Source: an optimization exercise on an open RTL-to-GDS flow (aim: small area, a short achievable clock period and few clock cycles). Production flows keep margins and buffers that such runs may drop. Only simulation tests tie the RTL to the original design; equivalence was not proved. No activity file was given, so power comes from the tool's default toggle rates.

==> flow/design.v <==
module pecf_table (
    input  wire [7:0]  idx,
    output wire [14:0] entry
);
    wire t8 = idx[2] ^ idx[6];
    wire t9 = idx[1] ^ idx[5];
    wire t10 = idx[0] ^ idx[4];
    wire t11 = idx[3] ^ t8;
    wire t12 = idx[2] ^ t9;
    wire t13 = idx[1] ^ t10;
    wire t14 = idx[3] ^ idx[4];
    wire t15 = idx[6] ^ idx[7];
    wire t16 = idx[5] ^ t11;
    wire t17 = idx[7] ^ t11;
    wire t18 = t13 ^ t17;
    wire t19 = idx[7] ^ t14;
    wire t20 = t12 ^ t19;
    wire t21 = idx[4] ^ t16;
    wire t22 = idx[0] ^ t12;
    wire t23 = idx[7] ^ t10;
    wire t24 = t8 ^ t13;
    wire t25 = idx[5] ^ idx[6];
    wire t26 = t10 ^ t25;
    wire t27 = t9 ^ t15;
    wire t28 = idx[3] ^ t13;
    wire t29 = idx[4] ^ t12;
    wire t30 = t14 ^ t15;
    wire t31 = idx[0] ^ t9;
    wire t32 = t11 ^ t31;
    assign entry[0] = t18;
    assign entry[1] = t20;
    assign entry[2] = t21;
    assign entry[3] = t22;
    assign entry[4] = t23;
    assign entry[5] = t9;
    assign entry[6] = t8;
    assign entry[7] = t24;
    assign entry[8] = t26;
    assign entry[9] = t27;
    assign entry[10] = t28;
    assign entry[11] = t29;
    assign entry[12] = t16;
    assign entry[13] = t30;
    assign entry[14] = t32;
endmodule
module pecf_step (
    input  wire [14:0] rem_in,
    input  wire [7:0]  data,
    output wire [14:0] rem_out
);
    wire [14:0] entry;
    pecf_table u_table (
        .idx   (rem_in[14:7] ^ data),
        .entry (entry)
    );
    assign rem_out = {rem_in[6:0], 8'h00} ^ entry;
endmodule
module pecf_tx (
    input  wire       clk,
    input  wire       rst,
    input  wire       tx_valid,
    input  wire [7:0] tx_data,
    input  wire       tx_last,
    output wire       tx_ready,
    output wire       out_valid,
    output wire [7:0] out_data,
    input  wire       out_ready
);
    localparam [14:0] SEED = 15'h0010;
    reg         pec_hi;      
    reg         pec_lo;      
    reg  [14:0] rem;
    reg         obuf_valid;  
    reg  [7:0]  obuf_data;
    reg         spare_valid;
    reg  [7:0]  spare_data;
    reg         ready;       
    wire        pay   = !(pec_hi || pec_lo);
    wire        f_valid = pay ? tx_valid : 1'b1;
    wire [7:0]  f_data  = pay ? tx_data  : rem[14:7];
    wire        f_take  = f_valid && !spare_valid;
    wire [14:0] rem_next;
    assign tx_ready  = ready;
    assign out_valid = obuf_valid;
    assign out_data  = obuf_data;
    wire obuf_free = !obuf_valid || out_ready;
    pecf_step u_step (
        .rem_in  (rem),
        .data    (f_data),
        .rem_out (rem_next)
    );
    wire pec_hi_d = rst ? 1'b0 : f_take ? (pay && tx_last) : pec_hi;
    wire pec_lo_d = rst ? 1'b0 : f_take ? pec_hi : pec_lo;
    wire spare_d  = rst ? 1'b0 : obuf_free ? 1'b0 : (spare_valid || f_valid);
    always @(posedge clk) begin
        pec_hi      <= pec_hi_d;
        pec_lo      <= pec_lo_d;
        spare_valid <= spare_d;
        ready       <= !(pec_hi_d || pec_lo_d) && !spare_d;
        if (rst)
            rem <= SEED;
        else if (f_take)
            rem <= pec_lo ? SEED : rem_next;
    end
    always @(posedge clk) begin
        if (obuf_free)
            obuf_data <= spare_valid ? spare_data : f_data;
        if (!obuf_free && !spare_valid)
            spare_data <= f_data;
        if (rst)
            obuf_valid <= 1'b0;
        else if (obuf_free)
            obuf_valid <= spare_valid || f_valid;
    end
endmodule
module pecf_rx (
    input  wire        clk,
    input  wire        rst,
    input  wire        rx_start,
    input  wire        rx_valid,
    input  wire [7:0]  rx_data,
    input  wire [22:0] noise_floor_uv,
    output reg         blk_valid,
    output reg  [3:0]  blk_dev,
    output wire [15:0] blk_code0,
    output wire [15:0] blk_code1,
    output wire [15:0] blk_code2,
    output reg         blk_pec_ok,
    output reg         pec_err,
    output wire [22:0] blk_uv0,
    output wire [22:0] blk_uv1,
    output wire [22:0] blk_uv2
);
    localparam [14:0] SEED = 15'h0010;
    reg  [2:0]  pos;         
    reg  [14:0] rem;
    reg         hi_ok;       
    reg  [47:0] payload;     
    reg  [20:0] x_top;           
    reg         x_low;           
    reg         moved;           
    reg  [20:4] x_mid, x_bot;    
    reg         low_mid, low_bot;
    wire [14:0] rem_next;
    pecf_step u_step (
        .rem_in  (rem),
        .data    (rx_data),
        .rem_out (rem_next)
    );
    assign blk_code0  = payload[15:0];
    assign blk_code1  = payload[31:16];
    assign blk_code2  = payload[47:32];
    wire        pec_ok = hi_ok && (rx_data == {rem[6:0], 1'b0});
    wire [22:0] top_uv;
    pecf_scale u_scale (.code(blk_code2), .uv(top_uv));
    wire        top_low   = ({x_top, 2'b00} < noise_floor_uv);
    wire [20:0] x_clamped = x_low ? 21'd0 : x_top;
    function [3:0] x25_low (input [3:0] c);
        x25_low = {c[3] ^ c[0], c[2:0]};
    endfunction
    assign blk_uv0 = {x_bot, low_bot ? 4'd0 : x25_low(blk_code0[3:0]), 2'b00};
    assign blk_uv1 = {x_mid, low_mid ? 4'd0 : x25_low(blk_code1[3:0]), 2'b00};
    assign blk_uv2 = {x_clamped, 2'b00};
    always @(posedge clk) begin
        if (rst || rx_start || (rx_valid && pos == 3'd7))
            rem <= SEED;
        else if (rx_valid && !(pos[2] && pos[1]))
            rem <= rem_next;
        if (rx_valid && !(pos[2] && pos[1]))
            payload <= {rx_data, payload[47:8]};
        if (rx_valid && pos == 3'd6)
            hi_ok <= (rx_data == rem[14:7]);
        if (!pos[0])
            x_top <= top_uv[22:2];
        x_low <= top_low;
        moved <= rx_valid;
        if (moved && (pos == 3'd4 || pos == 3'd6)) begin
            x_mid   <= x_clamped[20:4];
            low_mid <= x_low;
            x_bot   <= x_mid;
            low_bot <= low_mid;
        end
    end
    always @(posedge clk) begin
        blk_valid  <= rx_valid && (pos == 3'd7);
        blk_pec_ok <= pec_ok;
        if (rst || rx_start) begin
            pos     <= 3'd0;
            blk_dev <= 4'd0;
            pec_err <= 1'b0;
        end else begin
            if (rx_valid)
                pos <= pos + 3'd1;
            if (blk_valid)
                blk_dev <= blk_dev + 4'd1;
            if (rx_valid && pos == 3'd7 && !pec_ok)
                pec_err <= 1'b1;
        end
    end
endmodule
module pecf_scale (
    input  wire [15:0] code,
    output wire [22:0] uv
);
    wire [20:0] x25 = ({code, 4'b0} + {code, 3'b0}) + code;
    assign uv = {x25, 2'b00};
endmodule
module pecf_link (
    input  wire        clk,
    input  wire        rst,
    input  wire        tx_valid,
    input  wire [7:0]  tx_data,
    input  wire        tx_last,
    output wire        tx_ready,
    output wire        out_valid,
    output wire [7:0]  out_data,
    input  wire        out_ready,
    input  wire        rx_start,
    input  wire        rx_valid,
    input  wire [7:0]  rx_data,
    input  wire [22:0] noise_floor_uv,
    output wire        blk_valid,
    output wire [3:0]  blk_dev,
    output wire [15:0] blk_code0,
    output wire [15:0] blk_code1,
    output wire [15:0] blk_code2,
    output wire        blk_pec_ok,
    output wire        pec_err,
    output wire [22:0] blk_uv0,
    output wire [22:0] blk_uv1,
    output wire [22:0] blk_uv2
);
    pecf_tx u_tx (
        .clk       (clk),
        .rst       (rst),
        .tx_valid  (tx_valid),
        .tx_data   (tx_data),
        .tx_last   (tx_last),
        .tx_ready  (tx_ready),
        .out_valid (out_valid),
        .out_data  (out_data),
        .out_ready (out_ready)
    );
    pecf_rx u_rx (
        .clk            (clk),
        .rst            (rst),
        .rx_start       (rx_start),
        .rx_valid       (rx_valid),
        .rx_data        (rx_data),
        .noise_floor_uv (noise_floor_uv),
        .blk_valid      (blk_valid),
        .blk_dev        (blk_dev),
        .blk_code0      (blk_code0),
        .blk_code1      (blk_code1),
        .blk_code2      (blk_code2),
        .blk_pec_ok     (blk_pec_ok),
        .pec_err        (pec_err),
        .blk_uv0        (blk_uv0),
        .blk_uv1        (blk_uv1),
        .blk_uv2        (blk_uv2)
    );
endmodule
clock: 9.0 ns
lec_check: 0
cap_margin: 20
core_margin: 2
core_utilization: 55
cts_buf_list: sky130_fd_sc_hd__clkbuf_8
slew_margin: 20
standard.sh (not shown) runs the stock make flow with config.mk's settings and CLKGATE_MAP_FILE= SYNTH_SCRIPT=/design/flow/synth_recipe.tcl, a recipe that flattens the netlist after the stock synthesis.
==> flow/flow/run.sh <==
#!/bin/bash
# The standard layout, except that the port buffers are made as the smallest
# buffer cell (buf_1) instead of the resizer's default pick, and the timing
# repair steps aim for 5.75 ns of setup slack instead of 0 (the clock period
# and constraints stay the design's).
set -euo pipefail
cd "$(dirname "$0")/.."
bash standard.sh BUFFER_PORTS_ARGS="-buffer_cell sky130_fd_sc_hd__buf_1" SETUP_SLACK_MARGIN=5.75 finish > standard_flow.log 2>&1
Testbench counts at the start, summed over its fixed seeds: cycles 35,024.
==> next run, changes <==
--- a/flow/design.v
+++ b/flow/design.v
@@ -136,11 +136,10 @@
     reg  [14:0] rem;
     reg         hi_ok;       
     reg  [47:0] payload;     
     reg  [20:0] x_top;           
     reg         x_low;           
-    reg         moved;           
     reg  [20:4] x_mid, x_bot;    
     reg         low_mid, low_bot;
     wire [14:0] rem_next;
     pecf_step u_step (
         .rem_in  (rem),
@@ -168,15 +167,14 @@
             rem <= rem_next;
         if (rx_valid && !(pos[2] && pos[1]))
             payload <= {rx_data, payload[47:8]};
         if (rx_valid && pos == 3'd6)
             hi_ok <= (rx_data == rem[14:7]);
-        if (!pos[0])
+        if (rx_valid && !pos[0])
             x_top <= top_uv[22:2];
         x_low <= top_low;
-        moved <= rx_valid;
-        if (moved && (pos == 3'd4 || pos == 3'd6)) begin
+        if (rx_valid && (pos == 3'd4 || pos == 3'd6)) begin
             x_mid   <= x_clamped[20:4];
             low_mid <= x_low;
             x_bot   <= x_mid;
             low_bot <= low_mid;
         end
Result: The changed run ran to the end with no violations. Total power goes down by 10%. Non-clock buffer count came out lower by 6. Fmax climbs by 2.9%. Hold slack got worse by 9.1 ps. First-iteration DRC count rises by 28%. Design area rose by 0.34%. Combinational power shrinks by 18%. Worst setup slack gains 90 ps. Routed wire length goes down by 1.6%. Global-route usage went down by 0.40 points. Sequential power decreases by about 6%. Area after synthesis came out higher by 1.3%. Flip-flop and latch count goes down by 1. Utilization fell by 0.26 points.
Testbench counts after the change, summed over its fixed seeds: cycles 35,024.

what the ideal ports hide:
Ports are ideal in the flow. The routed layouts listed here were re-timed in OpenROAD.
Step 1 (the two cells are an assumption about what drives the block):
set clk [get_ports {clk}]
set_driving_cell -lib_cell sky130_fd_sc_hd__clkbuf_16 $clk
set_driving_cell -lib_cell sky130_fd_sc_hd__buf_2 [delete_from_list [all_inputs] $clk]
Step 2 adds t to the input delays and takes it off the output delays; t is the mean of the earliest and latest rising clock arrival at the registers after step 1. Input paths then give back, and output paths get back, about the clock's delay inside the block.
Slacks: no drivers / after step 1 / after step 2; pairs: no drivers / after step 1.
run	shift t [ns]	slack for setup (ns)	clock arrival spread, ns	slew at the worst register clock pin (ns)
the first run	0.490	5.802 / 5.767 / 5.417	0.014 / 0.014	0.10 / 0.10
the second run	0.488	5.892 / 5.856 / 5.424	0.015 / 0.015	0.09 / 0.09
After both steps setup and hold are still met in every run listed. For the second run, which loses most, drivers alone change the setup slack by -0.036 ns; drivers and shift together by -0.468 ns.
